Context: an optimization exercise on an open-source flow, tuned for small area, a short achievable clock period and few clock cycles per item. The choices shown serve that exercise and are no tape-out recipe.
Where RTL was checked, it was by simulation tests only, not by an equivalence proof against the original.
No activity file was given, so power comes from the tool's default toggle rates.

==> flow/design.v (excerpt) <==
module sweep_decoder (
    input  wire        clk,
    input  wire        rst,
    input  wire [16:0] tap0,
    input  wire [16:0] tap1,
    input  wire        in_valid,
    output wire        in_ready,
    input  wire [7:0]  in_data,
    output wire        out_valid,
    input  wire        out_ready,
    output wire [63:0] out_chips,
    output reg  [7:0]  out_nsym,
    output reg         out_ovf,
    output reg         out_excl,
    output reg         out_skip0,
    output wire        out_found,
    output wire        out_poly,
    output wire [3:0]  out_offset,
    output wire [5:0]  out_window,
    output wire [2:0]  out_thr,
    output wire [5:0]  out_dist0,
    output wire [5:0]  out_dist1
);
    reg  rs;
    always @(posedge clk) rs <= rst;
    reg  held;                  
    reg  ovalid;
    wire mat_busy;
    wire res_idle;
    wire last_pop;
    wire fast, ovf;
    reg  mcur;                  
    reg  rel;                   
  ...
Size in the first run: ~2,900 cells after synthesis, roughly 470 flip-flops, roughly 150 I/O pins, about 25,000 um2 of cells after synthesis.
==> module sd_classifier, before the edit <==
module sd_classifier (
    input  wire        clk,
    input  wire        rst,         
    input  wire        rst_in,      
    input  wire        in_valid,
    input  wire [7:0]  in_data,
    output wire        in_ready,
    input  wire        hold,        
    input  wire        restart,     
    input  wire        fast,        
    output reg         sym_v,
    output reg  [1:0]  sym,
    output reg         sym_is1,     
    output reg         sym2_v,      
    output reg  [1:0]  sym2,
    output wire [7:0]  nsym,
    output wire        ovf,
    output wire        last_pop     
);
    localparam [1:0] S_ZERO = 2'd0, S_ONE = 2'd1, S_AMB = 2'd2;
    reg  [6:0] pcnt;            
    reg        pprev;           
    reg  [7:0] s0;
    reg        s0p, s0f, s0l, s0v;
    wire [7:0] pb  = {s0[0], s0[1], s0[2], s0[3], s0[4], s0[5], s0[6], s0[7]};
    wire [8:0] pin = {s0l, (pb ^ {pb[6:0], s0p}) & {7'h7f, !s0f}};
    reg  [8:0] hd, nx;          
    reg  [3:0] hc;              
    reg        hv, nv, rdy;
    wire       push = in_valid && rdy;
    assign in_ready = rdy;
    function [3:0] popc;
        input [7:0] x;
        begin
            popc = x[0] + x[1] + x[2] + x[3] + x[4] + x[5] + x[6] + x[7];
        end
    endfunction
    integer j;
    reg        mid;             
    reg  [2:0] pos;
    reg  [2:0] base;            
    reg  [7:0] count;           
    reg        ovf_r;
    reg        c_ok;            
    reg  [3:0] pcr;             
    reg        pcv;
    wire [7:0] rem   = hd[7:0];
    reg  [7:0] a, b;
    integer k;
    always @(*) begin
        for (k = 0; k < 8; k = k + 1) begin
            a[k] = |(rem & ((8'd1 << k) - 8'd1));
            b[k] = 1'b0;
            for (j = 0; j < k; j = j + 1)
                b[k] = b[k] | (rem[j] & |(rem & ((8'd1 << j) - 8'd1)));
        end
    end
    wire [7:0] hot   = rem & ~a;            
    wire [7:0] rem2  = rem & a;
    wire [7:0] hot2  = rem & a & ~b;        
    wire [7:0] rem3  = rem & b;
    wire       any   = |rem;
    wire       more  = |rem2;
    wire       more2 = |rem3;
    reg  [7:0] cz, co, c1;
    reg  [3:0] lj;              
    always @(*) begin
        for (j = 0; j < 8; j = j + 1) begin
            lj    = mid ? j - pos : base + j;
            cz[j] = lj >= 4'd5;
            co[j] = lj <= 4'd3;
            c1[j] = lj == 4'd1;
        end
    end
    wire [1:0] s1  = |(hot & cz) ? S_ZERO : |(hot & co) ? S_ONE : S_AMB;
    wire       i1  = |(hot & c1);
    wire [7:0] nr  = (hot << 1) | (hot << 2) | (hot << 3);
    wire [7:0] n4  = hot << 4;
    wire [1:0] s2  = |(hot2 & nr) ? S_ONE : |(hot2 & n4) ? S_AMB : S_ZERO;
    wire [3:0] pc = hc;
    wire go          = hv && !hold;
    wire counting    = fast || count[7] || ovf_r;
    wire detail_step = go && !counting && hc != 4'd0;
    wire two         = detail_step && hc[3:1] != 3'd0 && c_ok;
    wire pop         = go && (counting || hc[3:1] == 3'd0 || (c_ok && hc <= 4'd2));
    assign last_pop  = pop && hd[8];
    wire [7:0] hl = two ? hot2 : hot;
    wire [2:0] jl = {|(hl & 8'hf0), |(hl & 8'hcc), |(hl & 8'haa)};
    wire [2:0] base_pop = (hl[3:0] != 4'd0) ? 3'd5 : hl[4] ? 3'd4 : hl[5] ? 3'd3 :
                          hl[6] ? 3'd2 : 3'd1;
    wire [8:0] csum    = {1'b0, count} + {5'd0, pcr};
    wire [7:0] cnt1    = count + 8'd1;
    wire [7:0] cnt2    = count + 8'd2;
    wire [7:0] count_n = pcv ? csum[7:0] : !detail_step ? count : two ? cnt2 : cnt1;
    wire       hd_take = !hv || pop;
    wire       m1      = hd_take && nv;             
    wire       m0h     = hd_take && !nv && s0v;     
    wire       m0n     = s0v && !nv && !hd_take || s0v && m1;    
    wire       s0used  = m0h || m0n;
    wire       hv_n    = hv && !pop || m1 || m0h;
    wire       nv_n    = nv && !m1 || m0n;
    wire       s0v_n   = s0v && !s0used || push;
    always @(posedge clk) begin
        if (push) begin
            s0    <= in_data;
            s0p   <= pprev;
            s0f   <= pcnt == 7'd0;
            s0l   <= pcnt == 7'd127;
            pprev <= in_data[0];
        end
        if (m0n)
            nx <= pin;
        if (hd_take) begin
            hd <= nv ? nx : pin;
            hc <= nv ? popc(nx[7:0]) : popc(pin[7:0]);
        end else if (detail_step) begin
            hd[7:0] <= two ? rem3 : rem2;
            hc      <= hc - (two ? 4'd2 : 4'd1);
        end
    end
    always @(posedge clk) begin
        if (rst_in) begin
            rdy  <= 1'b0;
        end
        if (rst) begin
            hv   <= 1'b0;
            nv   <= 1'b0;
            s0v  <= 1'b0;
            if (!rst_in) rdy <= 1'b1;
            pcnt <= 7'd0;
        end else if (!rst_in) begin
            if (push)
                pcnt <= pcnt + 7'd1;
            hv  <= hv_n;
            nv  <= nv_n;
            s0v <= s0v_n;
            rdy <= ({1'b0, hv_n} + {1'b0, nv_n} + {1'b0, s0v_n}) < 2'd3;
        end
    end
    always @(posedge clk) begin
        sym     <= s1;
        sym_is1 <= i1;
        sym2    <= s2;
    end
    always @(posedge clk) begin
        sym_v  <= 1'b0;
        sym2_v <= 1'b0;
        pcv    <= 1'b0;
        if (rst || restart) begin
            base  <= 3'd0;
            mid   <= 1'b0;
            count <= 8'd0;
            c_ok  <= 1'b0;
        end else begin
            count <= count_n;
            c_ok  <= (detail_step ? (two ? count < 8'd125 : count < 8'd126)
                                  : (count != 8'd0 && count < 8'd127));
            if (detail_step) begin
                sym_v   <= 1'b1;
                sym2_v  <= two;
            end else if (go && counting) begin
                pcr <= pc;
                pcv <= 1'b1;
            end
            if (pop) begin
                mid <= 1'b0;
                base <= detail_step ? base_pop : 3'd5;
            end else if (detail_step) begin
                mid <= 1'b1;
                pos <= jl;
            end
        end
    end
    always @(posedge clk) begin
        if (rst || restart) ovf_r <= 1'b0;
        else if (pcv && csum > 9'd128) ovf_r <= 1'b1;
    end
    assign ovf  = ovf_r;
    assign nsym = count[7:0];
endmodule
Settings: LEC_CHECK=0, CAP_MARGIN=20, CORE_MARGIN=2, CORE_UTILIZATION=60, SETUP_SLACK_MARGIN=5, SLEW_MARGIN=20; clock period 10.0 ns.
run.sh (not shown) runs the stock make flow with config.mk's settings and CLKGATE_MAP_FILE= SYNTH_SCRIPT=/design/flow/synth_recipe.tcl, a recipe that flattens the netlist after the stock synthesis.
The starting point finished clean.
Edit:
--- a/flow/design.v
+++ b/flow/design.v
@@ -19,23 +19,16 @@
 );
     localparam [1:0] S_ZERO = 2'd0, S_ONE = 2'd1, S_AMB = 2'd2;
     reg  [6:0] pcnt;            
     reg        pprev;           
-    reg  [7:0] s0;
-    reg        s0p, s0f, s0l, s0v;
-    wire [7:0] pb  = {s0[0], s0[1], s0[2], s0[3], s0[4], s0[5], s0[6], s0[7]};
-    wire [8:0] pin = {s0l, (pb ^ {pb[6:0], s0p}) & {7'h7f, !s0f}};
+    wire [7:0] pb  = {in_data[0], in_data[1], in_data[2], in_data[3],
+                      in_data[4], in_data[5], in_data[6], in_data[7]};
+    wire [8:0] pin = {pcnt == 7'd127,
+                      (pb ^ {pb[6:0], pprev}) & {7'h7f, pcnt != 7'd0}};
     reg  [8:0] hd, nx;          
-    reg  [3:0] hc;              
     reg        hv, nv, rdy;
     wire       push = in_valid && rdy;
     assign in_ready = rdy;
-    function [3:0] popc;
-        input [7:0] x;
-        begin
-            popc = x[0] + x[1] + x[2] + x[3] + x[4] + x[5] + x[6] + x[7];
-        end
-    endfunction
     integer j;
     reg        mid;             
     reg  [2:0] pos;
     reg  [2:0] base;            
@@ -76,14 +69,14 @@
     wire       i1  = |(hot & c1);
     wire [7:0] nr  = (hot << 1) | (hot << 2) | (hot << 3);
     wire [7:0] n4  = hot << 4;
     wire [1:0] s2  = |(hot2 & nr) ? S_ONE : |(hot2 & n4) ? S_AMB : S_ZERO;
-    wire [3:0] pc = hc;
+    wire [3:0] pc = rem[0] + rem[1] + rem[2] + rem[3] + rem[4] + rem[5] + rem[6] + rem[7];
     wire go          = hv && !hold;
     wire counting    = fast || count[7] || ovf_r;
-    wire detail_step = go && !counting && hc != 4'd0;
-    wire two         = detail_step && hc[3:1] != 3'd0 && c_ok;
-    wire pop         = go && (counting || hc[3:1] == 3'd0 || (c_ok && hc <= 4'd2));
+    wire detail_step = go && !counting && any;
+    wire two         = detail_step && more && c_ok;
+    wire pop         = go && (counting || !more || (c_ok && !more2));
     assign last_pop  = pop && hd[8];
     wire [7:0] hl = two ? hot2 : hot;
     wire [2:0] jl = {|(hl & 8'hf0), |(hl & 8'hcc), |(hl & 8'haa)};
     wire [2:0] base_pop = (hl[3:0] != 4'd0) ? 3'd5 : hl[4] ? 3'd4 : hl[5] ? 3'd3 :
@@ -91,51 +84,40 @@
     wire [8:0] csum    = {1'b0, count} + {5'd0, pcr};
     wire [7:0] cnt1    = count + 8'd1;
     wire [7:0] cnt2    = count + 8'd2;
     wire [7:0] count_n = pcv ? csum[7:0] : !detail_step ? count : two ? cnt2 : cnt1;
-    wire       hd_take = !hv || pop;
-    wire       m1      = hd_take && nv;             
-    wire       m0h     = hd_take && !nv && s0v;     
-    wire       m0n     = s0v && !nv && !hd_take || s0v && m1;    
-    wire       s0used  = m0h || m0n;
-    wire       hv_n    = hv && !pop || m1 || m0h;
-    wire       nv_n    = nv && !m1 || m0n;
-    wire       s0v_n   = s0v && !s0used || push;
     always @(posedge clk) begin
         if (push) begin
-            s0    <= in_data;
-            s0p   <= pprev;
-            s0f   <= pcnt == 7'd0;
-            s0l   <= pcnt == 7'd127;
+            nx    <= pin;
             pprev <= in_data[0];
         end
-        if (m0n)
-            nx <= pin;
-        if (hd_take) begin
+        if (pop)
             hd <= nv ? nx : pin;
-            hc <= nv ? popc(nx[7:0]) : popc(pin[7:0]);
-        end else if (detail_step) begin
+        else if (detail_step)
             hd[7:0] <= two ? rem3 : rem2;
-            hc      <= hc - (two ? 4'd2 : 4'd1);
-        end
+        else if (!hv)
+            hd <= pin;
     end
     always @(posedge clk) begin
         if (rst_in) begin
             rdy  <= 1'b0;
         end
         if (rst) begin
             hv   <= 1'b0;
             nv   <= 1'b0;
-            s0v  <= 1'b0;
             if (!rst_in) rdy <= 1'b1;
             pcnt <= 7'd0;
         end else if (!rst_in) begin
             if (push)
                 pcnt <= pcnt + 7'd1;
-            hv  <= hv_n;
-            nv  <= nv_n;
-            s0v <= s0v_n;
-            rdy <= ({1'b0, hv_n} + {1'b0, nv_n} + {1'b0, s0v_n}) < 2'd3;
+            if (pop) begin
+                hv <= nv || push;
+                nv <= nv && push;
+            end else if (push) begin
+                hv <= 1'b1;
+                nv <= hv;
+            end
+            rdy <= !(hv && nv && !pop) && !(hv && !nv && push && !pop) && !(hv && nv && push);
         end
     end
     always @(posedge clk) begin
         sym     <= s1;
The new run ran to the end with no violations.
Clock skew stays flat.
Fmax fell by 7.9%.
Design area fell by 1.4%.
Clock power barely changes.
Worst setup slack got worse by 0.33 ns.
Hold slack got worse by 0.010 ns.
Die area fell by 1.6%.
Core utilization rose by 0.39 points.
Global-route usage rose by 0.76 points.
Synthesized cell count fell by 0.45%.
Total power fell by 28%.
Clock-buffer cell count rose by 6.
Non-clock buffer count fell by 3.
Combinational power fell by 68%.
Testbench counts after the change, summed over its fixed seeds: cycles 13,553, items 96.
For the first run of this note, only the layout was checked, not whether the RTL still works.

-- afterwards: timing with drivers on the ports --
No port has a modelled driver above. Below, the same layouts with a new extraction and two added sets of constraints. Step 1, drivers: a clkbuf_16 drives clk and a buf_2 each remaining input, both assumed. Step 2, shift: input delay + t, output delay - t, t = (earliest + latest rising clock arrival at the registers) / 2. This alone moves slack from input paths to output paths. Slacks: ideal / step 1 / step 2; pairs: ideal / step 1.
run | t (ns) | setup WS [ns] | worst register clock-pin slew, ns | worst slew at a driven data input, ns | pins driven straight from the clock port
the first run | 0.639 | 6.106 / 6.051 / 5.702 | 0.07 / 0.07 | 0.05 | 1
the second run | 0.653 | 5.773 / 5.773 / 5.697 | 0.07 / 0.07 | 0.04 | 1
After both steps every run listed still meets setup and hold. For the first run, which loses most, drivers alone change the setup slack by -0.055 ns; drivers and shift together by -0.404 ns.
